This is an optimization exercise on Yosys and OpenROAD, whose aim is small area, a short achievable clock period and few clock cycles per item, not a production implementation. The RTL was checked by simulation tests, not by an equivalence proof against the original design. Power and IR drop assume default switching activity.

==> inputs of job 9647 <==
==> flow/design.v <==
module glyph_decoder (
    input  wire         clk,
    input  wire         rst,
    input  wire         dict_wr,
    input  wire [5:0]   dict_idx,
    input  wire         dict_present,
    input  wire [31:0]  dict_word,
    input  wire         len_wr,
    input  wire [16:0]  dict_len,
    input  wire         in_valid,
    output wire         in_ready,
    input  wire [127:0] in_pix,
    output wire         out_valid,
    input  wire         out_ready,
    output wire [127:0] out_instr,
    output wire [31:0]  out_glyph
);
    localparam         DEPTH    = 64;
    localparam [31:0]  NOP_WORD = 32'h0000_0013;
    localparam [1:0]   S_IDLE = 2'd0,
                       S_DEC  = 2'd1,
                       S_OUT  = 2'd2;
    reg [31:0] dict_mem  [0:DEPTH-1];
    reg        dict_pres [0:DEPTH-1];
    reg [16:0] len_q;
    always @(posedge clk) begin
        if (dict_wr) begin
            dict_mem[dict_idx]  <= dict_word;
            dict_pres[dict_idx] <= dict_present;
        end
    end
    always @(posedge clk) begin
        if (rst)
            len_q <= 17'd0;
        else if (len_wr)
            len_q <= dict_len;
    end
    reg [1:0]   state;
    reg [1:0]   lane;
    reg [127:0] pix_q;
    reg [127:0] instr_q;
    reg [31:0]  glyph_q;
    assign in_ready  = (state == S_IDLE);
    assign out_valid = (state == S_OUT);
    assign out_instr = instr_q;
    assign out_glyph = glyph_q;
    wire [31:0] cur_pix   = pix_q[lane*32 +: 32];
    wire [7:0]  cur_r     = cur_pix[7:0];
    wire [15:0] cur_tok   = cur_pix[23:8];
    wire [7:0]  cur_a     = cur_pix[31:24];
    wire        tok_in_dict = (cur_tok < DEPTH);
    wire [5:0]  tok_idx     = cur_tok[5:0];
    wire        tok_in_len  = ({1'b0, cur_tok} < len_q);
    wire        executable  = (cur_a == 8'hFF);
    wire [31:0] cur_instr = (executable && tok_in_len && tok_in_dict && dict_pres[tok_idx])
                            ? dict_mem[tok_idx] : NOP_WORD;
    always @(posedge clk) begin
        if (rst) begin
            state <= S_IDLE;
            lane  <= 2'd0;
        end else begin
            case (state)
                S_IDLE: begin
                    if (in_valid) begin
                        pix_q <= in_pix;
                        lane  <= 2'd0;
                        state <= S_DEC;
                    end
                end
                S_DEC: begin
                    instr_q[lane*32 +: 32] <= cur_instr;
                    glyph_q[lane*8 +: 8]   <= cur_r;
                    lane <= lane + 2'd1;
                    if (lane == 2'd3)
                        state <= S_OUT;
                end
                S_OUT: begin
                    if (out_ready)
                        state <= S_IDLE;
                end
                default: state <= S_IDLE;
            endcase
        end
    end
endmodule
==> flow/run.sh <==
#!/bin/bash
# synth_recipe.tcl (not shown) runs the flow's synth.tcl, then flattens the netlist and writes it again
# the make line also repeats each setting of config.mk as NAME=value (left out here)
make -C /OpenROAD-flow-scripts/flow DESIGN_CONFIG=/design/flow/config.mk WORK_HOME=/design/flow/orfs CLKGATE_MAP_FILE= SYNTH_SCRIPT=/design/flow/synth_recipe.tcl finish
==> flow/config.mk <==
export PLATFORM = sky130hd
export DESIGN_NAME = glyph_decoder
export DESIGN_NICKNAME = glyph_decoder
export VERILOG_FILES = /design/flow/design.v
export SDC_FILE = /design/flow/constraint.sdc
export NUM_CORES = 4
export LEC_CHECK = 0
export CAP_MARGIN = 20
export CORE_MARGIN = 6
export CORE_UTILIZATION = 35
export SLEW_MARGIN = 20
==> flow/constraint.sdc <==
create_clock -name core_clock -period 10.0 [get_ports {clk}]
set_input_delay 2.0000 -clock core_clock [delete_from_list [all_inputs] [get_ports {clk}]]
set_output_delay 2.0000 -clock core_clock [all_outputs]
set_load 0.01 [all_outputs]
==> job 9259: changes against job 9647 <==
==> flow/design.v, changed modules only <==
module glyph_decoder (
    input  wire         clk,
    input  wire         rst,
    input  wire         dict_wr,
    input  wire [5:0]   dict_idx,
    input  wire         dict_present,
    input  wire [31:0]  dict_word,
    input  wire         len_wr,
    input  wire [16:0]  dict_len,
    input  wire         in_valid,
    output wire         in_ready,
    input  wire [127:0] in_pix,
    output wire         out_valid,
    input  wire         out_ready,
    output wire [127:0] out_instr,
    output wire [31:0]  out_glyph
);
    localparam         DEPTH    = 64;
    localparam [31:0]  NOP_WORD = 32'h0000_0013;
    reg [31:0] dict_mem [0:DEPTH-1];
    reg [6:0]  len_q;                        
    always @(posedge clk) begin
        if (dict_wr)
            dict_mem[dict_idx] <= dict_present ? dict_word : NOP_WORD;
    end
    always @(posedge clk) begin
        if (rst)
            len_q <= 7'd0;
        else if (len_wr)
            len_q <= (dict_len[16:6] != 11'd0) ? 7'd64 : {1'b0, dict_len[5:0]};
    end
    localparam PW = 15;                      
    reg [4*PW-1:0] in_dec;
    integer k;
    always @(*) begin
        for (k = 0; k < 4; k = k + 1)
            in_dec[k*PW +: PW] = {in_pix[k*32 +: 8],
                                  (in_pix[k*32+24 +: 8] == 8'hFF) && (in_pix[k*32+14 +: 10] == 10'd0),
                                  in_pix[k*32+8 +: 6]};
    end
    reg            sk_v, s1_v, o_v;
    reg [4*PW-1:0] sk_q, s1_q;
    reg [127:0]    instr_q;
    reg [31:0]     glyph_q;
    assign in_ready  = !sk_v;
    assign out_valid = o_v;
    assign out_instr = instr_q;
    assign out_glyph = glyph_q;
    wire take_in = in_valid && !sk_v;
    wire o_move  = !o_v || out_ready;        
    wire s1_move = !s1_v || o_move;          
    always @(posedge clk) begin
        if (rst) begin
            sk_v <= 1'b0;
            s1_v <= 1'b0;
            o_v  <= 1'b0;
        end else begin
            if (o_move)
                o_v <= s1_v;
            if (s1_move)
                s1_v <= sk_v || take_in;
            if (s1_move)
                sk_v <= 1'b0;
            else if (take_in)
                sk_v <= 1'b1;
        end
    end
    always @(posedge clk) begin
        if (s1_move)
            s1_q <= sk_v ? sk_q : in_dec;
        if (!s1_move && take_in)
            sk_q <= in_dec;
    end
    reg [127:0] look;
    reg [31:0]  glyph_d;
    integer j;
    always @(*) begin
        for (j = 0; j < 4; j = j + 1) begin
            look[j*32 +: 32] = (s1_q[j*PW+6] && ({1'b0, s1_q[j*PW +: 6]} < len_q))
                               ? dict_mem[s1_q[j*PW +: 6]] : NOP_WORD;
            glyph_d[j*8 +: 8] = s1_q[j*PW+7 +: 8];
        end
    end
    always @(posedge clk) begin
        if (o_move && s1_v) begin
            instr_q <= look;
            glyph_q <= glyph_d;
        end
    end
endmodule
==> job 956: changes against job 9647 <==
==> flow/design.v, changed modules only <==
module glyph_decoder (
    input  wire         clk,
    input  wire         rst,
    input  wire         dict_wr,
    input  wire [5:0]   dict_idx,
    input  wire         dict_present,
    input  wire [31:0]  dict_word,
    input  wire         len_wr,
    input  wire [16:0]  dict_len,
    input  wire         in_valid,
    output wire         in_ready,
    input  wire [127:0] in_pix,
    output wire         out_valid,
    input  wire         out_ready,
    output wire [127:0] out_instr,
    output wire [31:0]  out_glyph
);
    localparam         DEPTH    = 64;
    localparam [31:0]  NOP_WORD = 32'h0000_0013;
    reg [31:0] dict_mem [0:DEPTH-1];
    reg [6:0]  len_q;                        
    always @(posedge clk) begin
        if (dict_wr)
            dict_mem[dict_idx] <= dict_present ? dict_word : NOP_WORD;
    end
    always @(posedge clk) begin
        if (rst)
            len_q <= 7'd0;
        else if (len_wr)
            len_q <= (dict_len[16:6] != 11'd0) ? 7'd64 : {1'b0, dict_len[5:0]};
    end
    localparam PW = 15;                      
    reg [4*PW-1:0] in_dec;
    integer k;
    always @(*) begin
        for (k = 0; k < 4; k = k + 1)
            in_dec[k*PW +: PW] = {in_pix[k*32 +: 8],
                                  (in_pix[k*32+24 +: 8] == 8'hFF) && (in_pix[k*32+14 +: 10] == 10'd0),
                                  in_pix[k*32+8 +: 6]};
    end
    reg            sk_v, s1_v, o_v;
    reg [4*PW-1:0] sk_q, s1_q;
    reg [127:0]    instr_q;
    reg [31:0]     glyph_q;
    assign in_ready  = !sk_v;
    assign out_valid = o_v;
    assign out_instr = instr_q;
    assign out_glyph = glyph_q;
    wire take_in = in_valid && !sk_v;
    wire o_move  = !o_v || out_ready;        
    wire s1_move = !s1_v || o_move;          
    always @(posedge clk) begin
        if (rst) begin
            sk_v <= 1'b0;
            s1_v <= 1'b0;
            o_v  <= 1'b0;
        end else begin
            if (o_move)
                o_v <= s1_v;
            if (s1_move)
                s1_v <= sk_v || take_in;
            if (s1_move)
                sk_v <= 1'b0;
            else if (take_in)
                sk_v <= 1'b1;
        end
    end
    always @(posedge clk) begin
        if (s1_move)
            s1_q <= sk_v ? sk_q : in_dec;
        if (!s1_move && take_in)
            sk_q <= in_dec;
    end
    reg [127:0] look;
    reg [31:0]  glyph_d;
    integer j;
    always @(*) begin
        for (j = 0; j < 4; j = j + 1) begin
            look[j*32 +: 32] = (s1_q[j*PW+6] && ({1'b0, s1_q[j*PW +: 6]} < len_q))
                               ? dict_mem[s1_q[j*PW +: 6]] : NOP_WORD;
            glyph_d[j*8 +: 8] = s1_q[j*PW+7 +: 8];
        end
    end
    always @(posedge clk) begin
        if (o_move && s1_v) begin
            instr_q <= look;
            glyph_q <= glyph_d;
        end
    end
endmodule
==> flow/flow/run.sh (new file) <==
#!/bin/bash
# Layout flow: the standard layout (standard.sh, unchanged synthesis and
# steps), with repair_timing asked to reach a setup margin beyond the 10 ns
# clock so that the achieved period shrinks.  The SDC (clock period, I/O
# delays, loads) is the standard flow's own and is not touched.
set -euo pipefail
export SETUP_SLACK_MARGIN=${GD_SETUP_MARGIN:-6.5}
bash standard.sh > standard.log 2>&1
==> flow/standard.sh (new file) <==
#!/bin/bash
# synth_recipe.tcl (not shown) runs the flow's synth.tcl, then flattens the netlist and writes it again
# the make line also repeats each setting of config.mk as NAME=value (left out here)
make -C /OpenROAD-flow-scripts/flow DESIGN_CONFIG=/design/flow/config.mk WORK_HOME=/design/flow/orfs CLKGATE_MAP_FILE= SYNTH_SCRIPT=/design/flow/synth_recipe.tcl "${@:-finish}"
removed: flow/run.sh
==> run notes <==
quantity                                                                                  job 9647            job 9259             job 956
Status                                                                              finished clean      finished clean      finished clean
Number of cells traversed by the worst register-to-register path                                13                   8                   9
Number of buffers on the longest clock path                                                      3                   4                   4
Placed cell count                                                                             9765               12500               12500
Global router's overall resource usage                                                       20.7%               28.5%               29.4%
Period Utilization, post-route                                                               63.0%               50.9%               40.8%
Filler instances                                                                             24200               34800               34400
Slowest stage delay, CP                                                                     750 ps              680 ps              930 ps
F_max                                                                                      159 MHz             196 MHz             245 MHz
Plain + repair buffers                                                                         521                 685                 774
Die footprint                                                                         286000 sq um        406000 sq um        406000 sq um
Number of well-tap cells placed                                                               3570                5197                5197
Switching pwr                                                                              5.34 mW             6.56 mW             6.61 mW
Critical path buffer and inverter count                                                          5                   3                   1
Simple logic cell fraction of the synthesized area                                           7.96%               2.15%               2.15%
R2r startpoint                                                                lane[0]$_SDFFE_PP0P_  s1_q[45]$_DFFE_PP_  s1_q[49]$_DFFE_PP_
Post-synthesis register bit count                                                             2421                2338                2338
Number of design-rule violations left by the first detailed-router iteration                  7391               17600               18000
Post-synth top area share                                                                    75.3%               51.1%               51.1%
Testbench counts of job 9647, summed over its fixed seeds: cycles 12,288, beats 2,048.
Testbench counts of job 9259, summed over its fixed seeds: cycles 2,064, beats 2,048.
Testbench counts of job 956, summed over its fixed seeds: cycles 2,064, beats 2,048.

re-timing with driven ports:
Ports are ideal in the flow. The routed layouts listed here were re-timed in OpenROAD.
Step 1 assumes that a clkbuf_16 drives the clock port and a buf_2 every other input.
Step 2 times the ports against the registers' clock, not the clock port: input delays grow and output delays shrink by t, the midpoint of the rising clock arrivals with the driver on.
a / b / c = ideal / step 1 / step 2; a / b = the first two.
run | t (ns) | setup slack, ns | worst setup path after step 2 | cell pins on the clock port's net
job 9647 | 0.978 | 3.696 / 3.696 / 3.696 | register to register | 1
job 9259 | 1.047 | 4.907 / 4.907 / 4.230 | input to register | 1
job 956 | 0.988 | 5.920 / 5.811 / 5.505 | input to register | 1
After both steps every run listed still meets setup and hold. The setup slack of job 9259, which loses most, moves by 0.000 ns with the drivers and by -0.677 ns with both steps.
